From an optimization exercise on the open Yosys and OpenROAD flow, aimed at a short achievable clock period and few clock cycles; shortcuts taken in it are not production practice.
The RTL was checked by simulation tests, not by an equivalence proof against the original design.
No activity file was given, so power comes from the tool's default toggle rates.

$ cat design/flow/design.v
module gnss_frame_core (
    input  wire        clk,
    input  wire        rst,           
    input  wire        cmd_valid,
    output wire        cmd_ready,
    input  wire [9:0]  cmd,
    output reg         resp_valid,
    output reg  [23:0] resp_data
);
    localparam [1:0] P_RTCM3 = 2'd1, P_NMEA = 2'd2;
    localparam [2:0] R_NONE = 3'd0, R_INVLEN = 3'd1, R_CRC = 3'd2, R_TOOLONG = 3'd3,
                     R_CKSUM = 3'd4;
    localparam [1:0] K_SHORT = 2'd0, K_RTCM = 2'd1, K_NMEA = 2'd2;
    localparam       ID = 8;          
    localparam       IW = $clog2(ID);
    function [23:0] crc8;
        input [23:0] c;
        input [7:0]  b;
        integer i;
        reg [23:0] v;
        begin
            v = c ^ {b, 16'h0000};
            for (i = 0; i < 8; i = i + 1)
                v = v[23] ? ((v << 1) ^ 24'h864CFB) : (v << 1);
            crc8 = v;
        end
    endfunction
    function [9:0] cls;
        input [7:0] c;
        reg hx;
        reg [3:0] hv;
        begin
            hx = (c >= 8'h30 && c <= 8'h39) || (c >= 8'h41 && c <= 8'h46) ||
                 (c >= 8'h61 && c <= 8'h66);
            hv = (c <= 8'h39) ? c[3:0] : c[3:0] + 4'd9;
            cls = {hv, hx,
                   (c == 8'h0A) || (c == 8'h24) || (c == 8'h21) || (c == 8'h2A),
                   c == 8'hD3, c == 8'h2A, (c == 8'h24) || (c == 8'h21), c == 8'h0A};
        end
    endfunction
    reg  [9:0] ib [0:3];
    reg  [1:0] ib_wr, ib_rd;
    reg  [2:0] ib_cnt;
    reg        rdy_r;
    assign cmd_ready = rdy_r;
    wire       taken = cmd_valid & rdy_r;
    reg        hv;                
    reg  [3:0] hop;               
    reg  [7:0] hbyte;
    reg  [9:0] hcls;
    reg  [23:0] hcrc;             
    reg  [6:0] hsa1;              
    wire       pop;               
    wire       restart;           
    reg        scan;
    wire       ldh  = (!hv || pop) && (ib_cnt != 3'd0) && !scan;
    wire       ld   = ldh && !restart;    
    wire [9:0] ibh  = ib[ib_rd];
    reg        r1v;
    reg  [6:0] r1a;
    reg  [63:0] r1g;
    reg        r2v;
    reg  [7:0] r2b;
    reg  [6:0] r2a1;
    always @(posedge clk) begin
        ib[ib_wr] <= cmd;             
        if (ldh) begin
            hop   <= {ibh[9:8] == 2'd3, ibh[9:8] == 2'd2, ibh[9:8] == 2'd1, ibh[9:8] == 2'd0};
            hbyte <= ibh[7:0];
            hcls  <= cls(ibh[7:0]);
            hcrc  <= crc8(24'd0, ibh[7:0]);
        end else if (r2v) begin
            hbyte <= r2b;
            hcls  <= cls(r2b);
            hcrc  <= crc8(24'd0, r2b);
            hsa1  <= r2a1;
        end
        r2b  <= r1g[{r1a[6:4], 3'b000} +: 8];
        r2a1 <= r1a + 7'd1;
        if (rst) begin
            ib_wr  <= 2'd0;
            ib_rd  <= 2'd0;
            ib_cnt <= 3'd0;
            rdy_r  <= 1'b1;
            hv     <= 1'b0;
        end else begin
            ib_wr  <= ib_wr + {1'b0, taken};
            ib_rd  <= ib_rd + {1'b0, ld};
            ib_cnt <= ib_cnt + {2'b0, taken} - {2'b0, ld};
            rdy_r  <= (ib_cnt + {2'b0, rdy_r} - {2'b0, ld}) <= 3'd2;
            if (ld)       hv <= 1'b1;
            else if (pop) hv <= 1'b0;
        end
    end
    reg  [1023:0] ring;
    reg  [6:0]    wp, rp;
    reg  [7:0]    av;             
    reg  [1:0]    ck;             
    reg  [23:0]   crc;
    reg  [10:0]   need;           
    reg  [7:0]    xr;             
    reg  [4:0]    h1c;            
    reg  [1:0]    sst;            
    reg           nok;
    reg           s1d3, s1dl;
    reg  [7:0]    s2, s3, s4, s5;
    reg  [7:0]    x4;             
    reg           n3, n4, n5;     
    reg           na4;            
    reg           dd2, dd3, dd4, dd5;         
    reg           ll2, ll3, ll4, ll5;         
    reg  [23:0]   cw1, cw2, cw3, cw4, cw5;    
    reg  [21:0]   qm [0:7];       
    reg  [2:0]    qh, qt;
    reg  [3:0]    qc;
    reg           sinit, rs_full;
    reg  [6:0]    fa;
    reg  [7:0]    fl;
    reg           r0v, sbv;
    reg  [6:0]    r0a;
    reg           act, hzr;
    reg           rstr;           
    reg  [6:0]    ua;
    reg  [7:0]    ur;
    reg  [22:0]   it [0:ID-1];
    reg  [IW-1:0] it_wr, it_rd;
    reg  [4:0]    it_cnt;
    reg           it_room;        
    reg           iw;
    reg  [22:0]   iw_d;
    reg           iwr;
    reg  [22:0]   iwr_d;
    wire          it_pop;
    wire          q_has  = (qc != 4'd0);
    wire          q_full = qc[3];
    reg  [21:0]   qhd;            
    wire [2:0]    qh1    = qh + 3'd1;
    wire          nx_slot = q_has && qhd[21];
    wire          f_push = hv && hop[0] && it_room && !hzr;
    wire          f_has  = hv && hop[1] && it_room;
    wire          f_next = hv && hop[2] && it_room &&
                           (!nx_slot || !act || (rstr && ur <= 8'd2));
    wire          f_rst  = hv && hop[3];
    assign        pop    = f_push | f_has | f_next | f_rst;
    wire          ovf    = f_push && av[7];
    wire          stp    = f_push || sbv;                 
    wire [7:0]    b      = hbyte;
    wire [9:0]    bc     = hcls;
    wire [6:0]    sa1    = scan ? hsa1 : wp + 7'd1;       
    wire [7:0]    av1    = av + 8'd1;
    wire [6:0]    rp1    = rp + 7'd1;
    wire          b_nl   = bc[0];
    wire          b_dl   = bc[1];
    wire          b_st   = bc[2];
    wire          b_ns   = bc[4];
    wire          b_hx   = bc[5];
    wire [3:0]    b_hv   = bc[9:6];
    reg           av5, av95;      
    reg           need1;          
    wire          rt_ok  = (crc[15:0] == 16'd0) && (b == crc[23:16]);
    wire          r6_ok  = (cw5[15:0] == 16'd0) && (b == cw5[23:16]);
    wire [9:0]    L      = {s2[1:0], s3};
    reg           n_enq;
    reg  [21:0]   n_desc;
    reg           n_rst;
    reg  [6:0]    n_rp;
    reg  [7:0]    n_av;
    reg  [1:0]    n_ck;
    reg  [23:0]   n_crc;
    reg  [10:0]   n_need;
    reg  [7:0]    n_xr;
    reg  [4:0]    n_h1c;
    reg  [1:0]    n_sst;
    reg           n_nok;
    always @(*) begin
        n_enq   = 1'b0;
        n_desc  = 22'd0;
        n_rst   = 1'b0;
        n_rp    = rp;
        n_av    = av1;
        n_ck    = ck;
        n_crc   = crc8(crc, 8'd0) ^ hcrc;
        n_need  = need - 11'd1;
        n_xr    = xr;
        n_h1c   = h1c;
        n_sst   = sst;
        n_nok   = nok;
        if (ovf) begin
            n_rst  = 1'b1;
            n_rp   = rp1;
            n_av   = 8'd0;
            n_ck   = K_SHORT;
        end else begin
            case (ck)
                K_SHORT: if (av5) begin
                    if (s1d3) begin
                        if (s2[3:2] != 2'b00) begin
                            n_enq  = 1'b1;
                            n_desc = {1'b0, P_RTCM3, 1'b0, R_INVLEN, rp, 8'd0};
                            n_rp   = rp1;
                            n_av   = 8'd5;
                        end else if (L == 10'd0) begin
                            n_enq  = 1'b1;
                            n_desc = r6_ok ? {1'b1, P_RTCM3, 1'b1, R_NONE, rp, 8'd6}
                                           : {1'b1, P_RTCM3, 1'b0, R_CRC,  rp, 8'd6};
                            n_rp   = sa1;
                            n_av   = 8'd0;
                        end else begin
                            n_ck   = K_RTCM;
                            n_crc  = crc8(cw5, 8'd0) ^ hcrc;
                            n_need = {1'b0, L};
                        end
                    end else if (s1dl) begin
                        n_ck  = K_NMEA;
                        n_sst = 2'd0;
                        if (na4 || b_ns) begin
                            n_xr  = 8'd0;
                            n_av  = 8'd1;
                            n_rst = 1'b1;
                        end else begin
                            n_xr  = x4 ^ b;
                        end
                    end else begin
                        n_rp = rp1;
                        n_av = 8'd5;
                    end
                end
                K_RTCM: begin
                    if (need1) begin
                        n_enq  = 1'b1;
                        n_desc = rt_ok ? {1'b1, P_RTCM3, 1'b1, R_NONE, rp, av1}
                                       : {1'b1, P_RTCM3, 1'b0, R_CRC,  rp, av1};
                        n_rp   = sa1;
                        n_av   = 8'd0;
                        n_ck   = K_SHORT;
                    end
                end
                K_NMEA: begin
                    if (b_nl) begin
                        n_enq  = 1'b1;
                        n_desc = (sst == 2'd3 && nok) ? {1'b1, P_NMEA, 1'b1, R_NONE,  rp, av1}
                                                      : {1'b1, P_NMEA, 1'b0, R_CKSUM, rp, av1};
                        n_rp   = sa1;
                        n_av   = 8'd0;
                        n_ck   = K_SHORT;
                    end else if (b_dl) begin
                        n_rst  = 1'b1;
                        n_rp   = rp1;
                        n_av   = 8'd0;
                        n_ck   = K_SHORT;
                    end else begin
                        case (sst)
                            2'd0: if (b_st) n_sst = 2'd1;
                                  else      n_xr  = xr ^ b;
                            2'd1: begin n_h1c = {b_hv, b_hx}; n_sst = 2'd2; end
                            2'd2: begin
                                n_nok = h1c[0] && b_hx && (xr == {h1c[4:1], b_hv});
                                n_sst = 2'd3;
                            end
                            default: ;
                        endcase
                        if (av95) begin
                            n_enq  = 1'b1;
                            n_desc = {1'b0, P_NMEA, 1'b0, R_TOOLONG, rp, 8'd0};
                            n_rst  = 1'b1;
                            n_rp   = rp1;
                            n_av   = 8'd0;
                            n_ck   = K_SHORT;
                        end
                    end
                end
                default: ;
            endcase
        end
    end
    assign restart = stp && n_rst;
    wire scan_done = scan && !sinit && !r0v && !r1v && !r2v && !sbv && fl == 8'd0 && it_room;
    always @(*) begin
        iw   = 1'b0;
        iw_d = 23'd0;
        if (f_push && !ovf && !n_rst) begin
            iw   = 1'b1;
            iw_d = {1'b1, 21'd0, q_has | n_enq};
        end else if (scan_done) begin
            iw   = 1'b1;
            iw_d = {1'b1, 21'd0, q_has};
        end else if (f_has) begin
            iw   = 1'b1;
            iw_d = {1'b1, 21'd0, q_has};
        end else if (f_next) begin
            iw = 1'b1;
            if (!q_has)
                iw_d = {2'b00, 6'b000101, 15'd0};       
            else
                iw_d = {1'b0, qhd};
        end
    end
    wire       nx_open = f_next && nx_slot;
    reg        rw_v;
    reg  [127:0] rw_oh, wpoh;      
    genvar gi;
    generate
        for (gi = 0; gi < 128; gi = gi + 1) begin : g_ring
            always @(posedge clk)
                if (rw_v && rw_oh[gi])
                    ring[gi*8 +: 8] <= rw_d;
        end
    endgenerate
    reg  [7:0] rw_d;
    always @(posedge clk) begin
        rw_oh <= wpoh;
        rw_d  <= hbyte;
        if (stp) begin
            s1d3 <= dd2; dd2 <= dd3; dd3 <= dd4; dd4 <= dd5; dd5 <= bc[3];
            s1dl <= ll2; ll2 <= ll3; ll3 <= ll4; ll4 <= ll5; ll5 <= b_dl;
            s2 <= s3; s3 <= s4; s4 <= s5; s5 <= b;
            x4  <= s3 ^ s4 ^ s5 ^ b;
            n3  <= n4; n4 <= n5; n5 <= b_ns;
            na4 <= n3 | n4 | n5 | b_ns;
            cw1 <= hcrc;
            cw2 <= crc8(cw1, 8'd0) ^ hcrc;
            cw3 <= crc8(cw2, 8'd0) ^ hcrc;
            cw4 <= crc8(cw3, 8'd0) ^ hcrc;
            cw5 <= crc8(cw4, 8'd0) ^ hcrc;
            crc  <= n_crc;
            need <= n_need;
            need1 <= (n_need == 11'd1);
            xr   <= n_xr;
            h1c  <= n_h1c;
            sst  <= n_sst;
            nok  <= n_nok;
        end
        if (stp && n_enq)
            qm[qt] <= n_desc;
        if (stp && n_enq && !q_has)
            qhd <= n_desc;
        else if ((stp && n_enq && q_full) || (f_next && q_has))
            qhd <= qm[qh1];
        iwr_d <= iw_d;
        if (iwr)
            it[it_wr] <= iwr_d;
        r1a <= r0a;
        r1g <= {ring[{3'd7, r0a[3:0], 3'b000} +: 8], ring[{3'd6, r0a[3:0], 3'b000} +: 8],
                ring[{3'd5, r0a[3:0], 3'b000} +: 8], ring[{3'd4, r0a[3:0], 3'b000} +: 8],
                ring[{3'd3, r0a[3:0], 3'b000} +: 8], ring[{3'd2, r0a[3:0], 3'b000} +: 8],
                ring[{3'd1, r0a[3:0], 3'b000} +: 8], ring[{3'd0, r0a[3:0], 3'b000} +: 8]};
    end
    always @(posedge clk) begin
        if (rst) begin
            wp      <= 7'd0;
            wpoh    <= 128'd1;
            rp      <= 7'd0;
            av      <= 8'd0;
            av5     <= 1'b0;
            av95    <= 1'b0;
            ck      <= K_SHORT;
            qh      <= 3'd0;
            qt      <= 3'd0;
            qc      <= 4'd0;
            scan    <= 1'b0;
            sinit   <= 1'b0;
            fl      <= 8'd0;
            r0v     <= 1'b0;
            r1v     <= 1'b0;
            r2v     <= 1'b0;
            sbv     <= 1'b0;
            rw_v    <= 1'b0;
        end else begin
            rw_v <= f_push;
            if (f_push) begin
                wp   <= wp + 7'd1;
                wpoh <= {wpoh[126:0], wpoh[127]};
            end
            if (stp) begin
                rp <= n_rp;
                av <= n_av;
                av5  <= (n_av == 8'd5);
                av95 <= (n_av == 8'd95);
                ck <= n_ck;
                if (n_enq) begin
                    qt <= qt + 3'd1;
                    if (q_full) qh <= qh + 3'd1;
                    else        qc <= qc + 4'd1;
                end
            end
            if (f_next && q_has) begin
                qh <= qh + 3'd1;
                qc <= qc - 4'd1;
            end
            if (f_rst) begin
                wp <= 7'd0;
                wpoh <= 128'd1;
                rp <= 7'd0;
                av <= 8'd0;
                av5  <= 1'b0;
                av95 <= 1'b0;
                ck <= K_SHORT;
                qh <= 3'd0;
                qt <= 3'd0;
                qc <= 4'd0;
            end
            if (restart) begin
                scan    <= 1'b1;
                sinit   <= 1'b1;
                rs_full <= ovf;
                fa      <= rp1;
                r0v     <= 1'b0;
                r1v     <= 1'b0;
                r2v     <= 1'b0;
                sbv     <= 1'b0;
            end else if (sinit) begin
                sinit <= 1'b0;
                fl    <= rs_full ? 8'd128 : {1'b0, wp - fa};
            end else begin
                r0v <= scan && fl != 8'd0;
                if (scan && fl != 8'd0) begin
                    r0a <= fa;
                    fa  <= fa + 7'd1;
                    fl  <= fl - 8'd1;
                end
                r1v <= r0v;
                r2v <= r1v;
                sbv <= r2v;
                if (scan_done)
                    scan <= 1'b0;
            end
        end
    end
    wire [22:0] ith = it[it_rd];
    reg  [7:0]  o_cnt;
    reg  [6:0]  o_addr;
    reg         p1v, p1d, p2v, p2d;
    reg  [23:0] p1w, p2w;
    reg  [6:0]  p1a;
    reg  [2:0]  p2h;
    reg  [63:0] p2g;
    assign it_pop = (o_cnt == 8'd0) && (it_cnt != 5'd0);
    always @(posedge clk) begin
        if (rst) begin
            it_wr  <= {IW{1'b0}};
            it_rd  <= {IW{1'b0}};
            it_cnt <= 5'd0;
            iwr    <= 1'b0;
            it_room <= 1'b1;
            o_cnt  <= 8'd0;
            act    <= 1'b0;
            rstr   <= 1'b0;
            hzr    <= 1'b0;
            p1v    <= 1'b0;
            p2v    <= 1'b0;
            resp_valid <= 1'b0;
        end else begin
            iwr    <= iw;
            it_room <= ({1'b0, it_cnt} + {5'd0, iwr}) <= ID - 2;
            it_wr  <= it_wr + iwr;
            it_rd  <= it_rd + it_pop;
            it_cnt <= it_cnt + {4'd0, iwr} - {4'd0, it_pop};
            if (nx_open) begin
                act <= 1'b1;
                rstr <= 1'b0;
                ua  <= qhd[14:8];
                ur  <= qhd[7:0];
                hzr <= {1'b0, wp - qhd[14:8]} < qhd[7:0];
            end else begin
                if (it_pop && ith[21])
                    rstr <= 1'b1;
                if (o_cnt != 8'd0 && rstr) begin
                    ua <= ua + 7'd1;
                    ur <= ur - 8'd1;
                    if (ur == 8'd1) act <= 1'b0;
                end
                hzr <= act && (f_rst || {1'b0, wp - ua} < ur ||
                               {1'b0, wp + 7'd1 - ua} < ur);
            end
            p1v <= 1'b0;
            if (o_cnt != 8'd0) begin
                p1v    <= 1'b1;
                p1d    <= 1'b1;
                p1a    <= o_addr;
                o_addr <= o_addr + 7'd1;
                o_cnt  <= o_cnt - 8'd1;
            end else if (it_pop) begin
                p1v <= 1'b1;
                p1d <= 1'b0;
                p1w <= ith[22] ? {23'd0, ith[0]} : {ith[20:15], 10'd0, ith[7:0]};
                if (ith[21]) begin
                    o_addr <= ith[14:8];
                    o_cnt  <= ith[7:0];
                end
            end
            p2v <= p1v;
            resp_valid <= p2v;
        end
        p2d <= p1d;
        p2w <= p1w;
        p2h <= p1a[6:4];
        p2g <= {ring[{3'd7, p1a[3:0], 3'b000} +: 8], ring[{3'd6, p1a[3:0], 3'b000} +: 8],
                ring[{3'd5, p1a[3:0], 3'b000} +: 8], ring[{3'd4, p1a[3:0], 3'b000} +: 8],
                ring[{3'd3, p1a[3:0], 3'b000} +: 8], ring[{3'd2, p1a[3:0], 3'b000} +: 8],
                ring[{3'd1, p1a[3:0], 3'b000} +: 8], ring[{3'd0, p1a[3:0], 3'b000} +: 8]};
        resp_data <= p2d ? {16'd0, p2g[{p2h, 3'b000} +: 8]} : p2w;
    end
endmodule
$ cat design/flow/flow/run.sh
#!/bin/bash
set -euo pipefail
bash standard.sh SETUP_SLACK_MARGIN=7.2 finish > standard_flow.log 2>&1
$ cat design/flow/standard.sh
#!/bin/bash
# synth_recipe.tcl (not shown) runs the flow's synth.tcl, then flattens the netlist and writes it again
# the make line also repeats each setting of config.mk as NAME=value (left out here)
make -C /OpenROAD-flow-scripts/flow DESIGN_CONFIG=/design/flow/config.mk WORK_HOME=/design/flow/orfs CLKGATE_MAP_FILE= SYNTH_SCRIPT=/design/flow/synth_recipe.tcl "${@:-finish}"
$ cat design/flow/config.mk
export PLATFORM = sky130hd
export DESIGN_NAME = gnss_frame_core
export DESIGN_NICKNAME = gnss_frame_core
export VERILOG_FILES = /design/flow/design.v
export SDC_FILE = /design/flow/constraint.sdc
export NUM_CORES = 4
export LEC_CHECK = 0
export ABC_CLOCK_PERIOD_IN_PS = 3000
export CAP_MARGIN = 20
export CORE_MARGIN = 2
export CORE_UTILIZATION = 40
export CTS_BUF_LIST = sky130_fd_sc_hd__clkbuf_16
export CTS_CLUSTER_DIAMETER = 60
export CTS_CLUSTER_SIZE = 30
export PLACE_DENSITY = 0.6
export SLEW_MARGIN = 20
$ cat design/flow/constraint.sdc
create_clock -name core_clock -period 10.0 [get_ports {clk}]
set_input_delay 2.0000 -clock core_clock [delete_from_list [all_inputs] [get_ports {clk}]]
set_output_delay 2.0000 -clock core_clock [all_outputs]
set_load 0.01 [all_outputs]
==> results.ini, run 1 <==
[synthesis]
most_instantiated_cells_after_synthesis=sky130_fd_sc_hd__edfxtp_1, sky130_fd_sc_hd__mux4_2, sky130_fd_sc_hd__dfxtp_1, sky130_fd_sc_hd__xnor2_1, sky130_fd_sc_hd__nand2_1
synth.most_common_cell=sky130_fd_sc_hd__edfxtp_1
synth.cell_area_um2=99400
post_synth_num_cell_types=73
synthFlopType=sky130_fd_sc_hd__edfxtp_1
synth-edff-count=1778
ys_top_cells_by_area=sky130_fd_sc_hd__edfxtp_1, sky130_fd_sc_hd__mux4_2, sky130_fd_sc_hd__dfxtp_1, sky130_fd_sc_hd__xnor2_1, sky130_fd_sc_hd__xor2_1
synth_async_sr_flop_share_pct=0
yosysSeqAreaShare_pct=64.9
largest_area_contributor_in_the_netlist=sky130_fd_sc_hd__edfxtp_1
synth-warning-count=1
postSynthCellCount=5920
post_synthesis_sequential_element_count=2334
post_synth.cell_area_avg_um2=16.8
synth_top_cell_area_share_pct=53.7

[cts]
h-tree-depth=4
clk-insertion-delay-late_ns=0.84
numClockSinks=2334
cts_hold_repair.buffers=0
cts-root-to-sink-buffers=3
cts_buffers=145
cts_root_buf=sky130_fd_sc_hd__clkbuf_16
clkSlewWorstSetupHoldPaths_ns=0.10
tritoncts=built

[placed_design]
port_buffers=28
gpl.final_weighted_congestion=0.832
detailed_place_hpwl_mm=153

[critical_path]
critPathLaunchType=register
cpMaxStageDelayCell=sky130_fd_sc_hd__dfxtp_4
cp_data_arrival_time_ns=1.40
cell_by_cell_trace_of_the_critical_path=buf_6
critical_path_buf_inv_count=1
critical_path.top_delay_family=flip-flops
worstSetupEndpointType=output pin
critical_path.max_fanout=1
required_ns=8.00
max_stage_delay_ns=0.44
setup.worst_path.class=reg2out
ff2ff_setup_slack_ns=6.98

[floorplan]
io-pin-count=39
die_area_um2=252000
core_um2=246000
start_util_pct=40.3
chipHeight_um=502
placement_rows=182
die_w_um=502

[finish]
n_fill_cell=21300
register_area_um2=64600
final_layout_size_suffix_gt1_share_pct=23.3
multi_input_comb_area_um2=34000
finish.net_count=6011
area.growth.synth_to_final_pct=11.1

[routing]
route.detailed.vias_per_inst=5.60
antenna_left=0
routed_wire_length_per_instance_um=27.4
drt-pass1-iter-count=5
post-route-drc-count=0
routed_wirelength_mm=256
vias=52200
iteration_0_drc_count_of_the_detailed_router=5297

[grt]
leftover_overflow_at_the_end_of_global_routing=0
grt_first_pass_wirelength_mm=370
first_global_vias=52600
track_usage_pct=20.1
grt_max_degree=99
grt_antenna_before_repair=14

[sta]
report.final.slew_viol_count=0
worst_slew_pin_slew_ns=1.13
rsz0062_at_grt=yes
final.min_clock_period_ns=3.40
finalSetupTns_ns=0
setup_viol=0
layout_worst_path_cycle_share_pct=34.0
timing.final.hold_violations=0
worst_clock_skew_ns=0.0449
fmax_mhz=294
fin_worst_hold_slack_ns=0.343
timing.slew.headroom_pct=24.3

[run_status]
status=finished clean

[power_and_ir_drop]
total_leakage_power_nw=35.0
power_per_cell_area_nw_per_um2=264
power.ir.vdd_worst_uv=250

[min_path]
min_path_type=reg2reg

[flow_run]
max-cap-violations=0

## cell type report
cell class,instances,share of cell area [%]
Sequential cell,2334,58.5
Multi-Input combinational cell,3141,30.8
Tap cell,3312,3.75
Clock buffer,152,3.45
Timing Repair Buffer,184,1.89
Clock inverter,119,1.21
Inverter,84,0.323
Timing Repair inverter,1,0.00793
Antenna cell,3,0.00680
## cell families (layout without fill, tap and decap cells)
group                    count (synthesis)  count (layout)  share of synthesized area [%]
buffers and inverters                  462             540                           1.81
adder cells (fa/ha/maj)                107             107                           1.40
AND/OR/NAND/NOR                       1019            1027                           4.81
AO/OA/AOI/OAI                          483             483                           2.81
XOR/XNOR                               662             662                           5.91
flip-flops                            2334            2334                           64.9
multiplexers                           852             852                           18.3
other                                    1              13                        0.00377
## placed cells by master (no fill, tap or decap), types with 28 or more instances in the layout
cell type / n
sky130_fd_sc_hd__o21ai_0: 109
sky130_fd_sc_hd__edfxtp_1: 1778
sky130_fd_sc_hd__buf_6: 28
sky130_fd_sc_hd__dfxtp_1: 517
sky130_fd_sc_hd__mux2i_1: 65
sky130_fd_sc_hd__a21oi_1: 223
sky130_fd_sc_hd__xor2_1: 194
sky130_fd_sc_hd__mux4_2: 772
sky130_fd_sc_hd__nor3_1: 42
sky130_fd_sc_hd__nor2b_1: 48
sky130_fd_sc_hd__nand2_1: 427
sky130_fd_sc_hd__ha_1: 89
sky130_fd_sc_hd__and2_1: 146
sky130_fd_sc_hd__xnor2_1: 444
sky130_fd_sc_hd__nor2_1: 165
sky130_fd_sc_hd__clkbuf_16: 153
sky130_fd_sc_hd__buf_4: 107
sky130_fd_sc_hd__inv_1: 83
sky130_fd_sc_hd__nand3_1: 41
## state kept, by name (all words and copies together) (netlist names), 40 cells and up
name,flops
qm,176
p2g,64
wpoh,128
it,184
r1g,64
ib,40
ring,1024
rw_oh,128
## where the power goes
group / leakage (nW) / internal (mW) / switching [mW]
clock: 2.57 / 3.07 / 3.68
sequential: 20.7 / 12.4 / 1.33
combinational: 11.7 / 4.02 / 4.66
## repair_timing
item / 4_1_cts / 5_1_grt
pin swaps: 23 / 23
cloned: 17 / 1
endpoints found under the hold margin: 0 / 0
setup endpoints to repair: 874 / 351
resized for setup: 203 / 66
setup buffers: 39 / 35
## final timing paths
path                          from             end  cells past startpoint
min reg2reg       r0a[5]$_DFFE_PP_  r1a[5]$_DFF_P_                      0
max reg2reg     wp[0]$_SDFFE_PP0P_  hzr$_SDFF_PP0_                     14
max          resp_valid$_SDFF_PP0_      resp_valid                      1
min               r0a[5]$_DFFE_PP_  r1a[5]$_DFF_P_                      0
## through the flow
stage	utilization (%)	instance area, µm²	setup slack, ns	instances	power, mW
floorplan	-	99900	6.89	5929	19.4
finish	44.8	110000	6.60	9330	29.2
detailed placement	42.0	103000	5.94	8964	22.0
global placement	42.0	103000	5.92	8964	21.9
global route	44.8	110000	6.56	9328	30.4
CTS	44.5	110000	6.55	9291	29.1
## per-layer routing
metal	GRT usage, %	wire length [µm]
met4	5.53	7110
met2	33.4	126000
met5	0	34
met3	2.56	14100
met1	27.9	109000
Testbench counts, summed over its fixed seeds: cycles 60,339.
==> run 2: changes to the inputs <==
--- a/design/flow/design.v
+++ b/design/flow/design.v
@@ -297,18 +297,18 @@
     end
     wire       nx_open = f_next && nx_slot;
     reg        rw_v;
-    reg  [127:0] rw_oh, wpoh;      
+    reg  [6:0] rw_a;
     genvar gi;
     generate
         for (gi = 0; gi < 128; gi = gi + 1) begin : g_ring
             always @(posedge clk)
-                if (rw_v && rw_oh[gi])
+                if (rw_v && rw_a == gi)
                     ring[gi*8 +: 8] <= rw_d;
         end
     endgenerate
     reg  [7:0] rw_d;
     always @(posedge clk) begin
-        rw_oh <= wpoh;
+        rw_a  <= wp;
         rw_d  <= hbyte;
         if (stp) begin
             s1d3 <= dd2; dd2 <= dd3; dd3 <= dd4; dd4 <= dd5; dd5 <= bc[3];
@@ -348,7 +348,6 @@
     always @(posedge clk) begin
         if (rst) begin
             wp      <= 7'd0;
-            wpoh    <= 128'd1;
             rp      <= 7'd0;
             av      <= 8'd0;
             av5     <= 1'b0;
@@ -369,7 +368,6 @@
             rw_v <= f_push;
             if (f_push) begin
                 wp   <= wp + 7'd1;
-                wpoh <= {wpoh[126:0], wpoh[127]};
             end
             if (stp) begin
                 rp <= n_rp;
@@ -389,7 +387,6 @@
             end
             if (f_rst) begin
                 wp <= 7'd0;
-                wpoh <= 128'd1;
                 rp <= 7'd0;
                 av <= 8'd0;
                 av5  <= 1'b0;
==> design/flow/flow/run.sh (replaced) <==
#!/bin/bash
set -euo pipefail
bash standard.sh SETUP_SLACK_MARGIN=6.7 finish > standard_flow.log 2>&1
--- a/design/flow/config.mk
+++ b/design/flow/config.mk
@@ -10,7 +10,7 @@
 export CORE_MARGIN = 2
 export CORE_UTILIZATION = 40
 export CTS_BUF_LIST = sky130_fd_sc_hd__clkbuf_16
-export CTS_CLUSTER_DIAMETER = 60
-export CTS_CLUSTER_SIZE = 30
+export CTS_CLUSTER_DIAMETER = 100
+export CTS_CLUSTER_SIZE = 25
 export PLACE_DENSITY = 0.6
 export SLEW_MARGIN = 20
==> run 2 against run 1 <==
Synthesized cell count is 11% lower. Fmax increased by 0.87%. Sequential share of layout area is 0.73 points higher. Cell count decreased by 10%. Sequential power down 8%. Hold slack worse by 0.0056 ns. Power down 12%.
==> results.ini, run 2 <==
[run_status]
status=finished clean

[sta]
report.final.slew_viol_count=0
timing.slew.headroom_pct=9.39
setup_viol=0
worst_clock_skew_ns=0.0660
rsz0062_at_grt=yes
finalSetupTns_ns=0
final.min_clock_period_ns=3.37
timing.final.hold_violations=0
fmax_mhz=297
layout_worst_path_cycle_share_pct=33.7
worst_slew_pin_slew_ns=1.36

[finish]
commonest_cells_after_routing_fill_and_taps_aside=sky130_fd_sc_hd__edfxtp_1, sky130_fd_sc_hd__mux4_2, sky130_fd_sc_hd__xnor2_1
largest_register_ffs=1024
n_fill_cell=19800
final_layout_size_suffix_gt1_share_pct=24.0
biggestRegsByFlops=ring x1024, it x184, qm x176
most_common_cell_after_layout_fill_and_taps_aside=sky130_fd_sc_hd__edfxtp_1
utilization_pct=43.7
finish.net_count=5373
top_register=ring
stdcell_count=8360
area.growth.synth_to_final_pct=8.42

[floorplan]
die_w_um=486
die_area_um2=236000
start_util_pct=40.3
chipHeight_um=486
io-pin-count=39
placement_rows=176
core_um2=230000

[synthesis]
synth_top_family_by_area=multiplexers
synthFlopType=sky130_fd_sc_hd__edfxtp_1
post_synth_num_cell_types=92
ys_top_cells_by_area=sky130_fd_sc_hd__edfxtp_1, sky130_fd_sc_hd__mux4_2, sky130_fd_sc_hd__dfxtp_1, sky130_fd_sc_hd__xnor2_1, sky130_fd_sc_hd__xor2_1
postSynthCellCount=5291
synth_top_cell_area_share_pct=57.6
synth_area_in_simple_gates_pct=3.95
synth.cell_area_um2=92800
post_synthesis_sequential_element_count=2085
synth.most_common_cell=sky130_fd_sc_hd__edfxtp_1
largest_area_contributor_in_the_netlist=sky130_fd_sc_hd__edfxtp_1
synth-warning-count=1
post_synth.cell_area_avg_um2=17.5
synthAdderAreaFrac_pct=1.50
synth-edff-count=1778
synth_async_sr_flop_share_pct=0
most_instantiated_cells_after_synthesis=sky130_fd_sc_hd__edfxtp_1, sky130_fd_sc_hd__mux4_2, sky130_fd_sc_hd__xnor2_1, sky130_fd_sc_hd__nor2_1, sky130_fd_sc_hd__dfxtp_1
synth-compound-area-share_pct=2.39
synth.area.mux_share_pct=19.8
synthXorXnorAreaFrac_pct=6.31
yosysSeqAreaShare_pct=64.2

[critical_path]
setup.worst_path.class=reg2out
worstSetupEndpointType=output pin
critical_path_buf_inv_count=1
required_ns=8.00
critical_path.max_fanout=4
max_stage_delay_ns=0.40
critical_path.top_delay_family=flip-flops
critPathLaunchType=register
cpMaxStageDelayCell=sky130_fd_sc_hd__dfxtp_2
cell_by_cell_trace_of_the_critical_path=clkbuf_2
cp_data_arrival_time_ns=1.37

[routing]
routed_wire_length_per_instance_um=28.7
routed_wirelength_mm=240
post-route-drc-count=0
antenna_left=0
route.detailed.vias_per_inst=5.74
drt-pass1-iter-count=5
iteration_0_drc_count_of_the_detailed_router=5285
vias=48000

[cts]
cts_buffers=95
clk-insertion-delay-late_ns=0.80
tritoncts=built
clkSlewWorstSetupHoldPaths_ns=0.10
h-tree-depth=3
cts_root_buf=sky130_fd_sc_hd__clkbuf_16
cts-root-to-sink-buffers=3
cts_hold_repair.buffers=0
numClockSinks=2085

[placed_design]
port_buffers=28
detailed_place_hpwl_mm=151
gpl.final_weighted_congestion=0.830
dp_cells=8137

[power_and_ir_drop]
pwr-share-clk_pct=17.9
pwr-share-comb_pct=32.9
power_per_cell_area_nw_per_um2=254
power.ir.vdd_worst_uv=211
netSwitchingPower_mw=8.50
seq_power_share_pct=49.2
internal_power_contribution_mw=17.1
p_sw_share_pct=33.2
total_leakage_power_nw=31.5

[grt]
track_usage_pct=20.2
grt_first_pass_wirelength_mm=348
grt_antenna_before_repair=8
first_global_vias=48600
leftover_overflow_at_the_end_of_global_routing=0
grt_max_degree=192

[flow_run]
max-cap-violations=0

[min_path]
min_path_type=reg2reg

## run 2: power groups by stage
stage | logic (mW) | registers (mW) | clock network [mW]
after floorplan | 6.06 | 12.2 | 0
after global placement | 7.99 | 12.8 | 0
after detailed placement | 8.06 | 12.8 | 0
after CTS | 8.29 | 12.6 | 4.70
after global routing | 9.14 | 12.7 | 5.01
final | 8.42 | 12.6 | 4.58
## run 2: cells by family after synthesis
group                      Yosys count
adders and majority gates          107
AOI/OAI and AO/OA                  366
DFF                               2085
muxes                              864
and+or+nand+nor                    789
other                                1
xor gates and xnor gates           654
buffers and inverters              425
## run 2: layout make-up
| type | instances | area [µm²] | share of cell area, % |
|---|---|---|---|
| timing repair buffer | 185 | 1820 | 1.81 |
| inverter | 95 | 368 | 0.366 |
| sequential | 2085 | 59600 | 59.3 |
| timing repair inverter | 1 | 5.00 | 0.00498 |
| antenna | 5 | 12.5 | 0.0124 |
| multi-input combinational | 2790 | 32100 | 31.9 |
| clock buffer | 97 | 2430 | 2.41 |
| clock inverter | 76 | 420 | 0.418 |
| tap | 3026 | 3790 | 3.76 |
## run 2: through the flow
stage | hold slack [ns] | power, mW | worst slack [ns] | area (µm²)
after floorplan | 0.323 | 18.3 | 4.76 | 92900
after detailed placement | 0.328 | 20.8 | 6.04 | 96700
final | 0.337 | 25.6 | 6.63 | 101000
after global routing | 0.358 | 26.8 | 6.57 | 101000
after global placement | 0.328 | 20.8 | 6.11 | 96600
after CTS | 0.345 | 25.6 | 6.30 | 100000
## run 2: routing by layer
metal / vias to the layer above / GRT usage [%] / part of all wire [%]
met4: 2 / 4.97 / 2.2
met2: 1551 / 33.3 / 49
met1: 25600 / 28.0 / 42
li1: 20600 / - / -
met3: 249 / 3.12 / 6.3
met5: - / 0.286 / 0.038
## run 2: worst paths after layout
check | cells past startpoint | start | to | slack, ns
setup / recovery | 1 | rdy_r$_SDFF_PP1_ | cmd_ready | 6.63
hold / removal | 0 | p1w[19]$_SDFFCE_PP0P_ | p2w[19]$_DFF_P_ | 0.34
setup reg to reg | 2 | rw_a[1]$_DFF_P_ | ring[190]$_DFFE_PP_ | 6.77
hold reg to reg | 0 | p1w[19]$_SDFFCE_PP0P_ | p2w[19]$_DFF_P_ | 0.34
## run 2: repair_timing
| item | CTS | global route |
|---|---|---|
| pin swaps | 14 | 16 |
| resized for setup | 155 | 45 |
| cloned | 4 | 4 |
| buffers inserted | 18 | 17 |
| setup endpoints to repair | 468 | 231 |
Testbench counts of run 2, summed over its fixed seeds: cycles 60,339.

==> what the ideal ports hide <==
In the flow no input, the clock included, has a driving cell. The finished layouts below were timed again as built, in two steps. Step 1 (the two cells are an assumption about what drives the block):
set clk [get_ports {clk}]
set_driving_cell -lib_cell sky130_fd_sc_hd__clkbuf_16 $clk
set_driving_cell -lib_cell sky130_fd_sc_hd__buf_2 [delete_from_list [all_inputs] $clk]
Step 2 adds t to the input delays and takes it off the output delays; t is the mean of the earliest and latest rising clock arrival at the registers after step 1. Input paths then give back, and output paths get back, about the clock's delay inside the block. a / b / c = ideal / step 1 / step 2; a / b = the first two.
| run | t (ns) | setup slack, ns | hold slack, ns | clock arrival spread, ns | slew at the worst register clock pin (ns) |
|---|---|---|---|---|---|
| run 1 | 0.898 | 6.600 / 6.510 / 6.390 | 0.343 / 0.343 / 0.343 | 0.066 / 0.066 | 0.11 / 0.11 |
| run 2 | 0.858 | 6.629 / 6.537 / 6.052 | 0.337 / 0.337 / 0.337 | 0.070 / 0.070 | 0.11 / 0.11 |
After both steps every run listed still meets setup and hold. The setup slack of run 2, which loses most, moves by -0.092 ns with the drivers and by -0.577 ns with both steps.
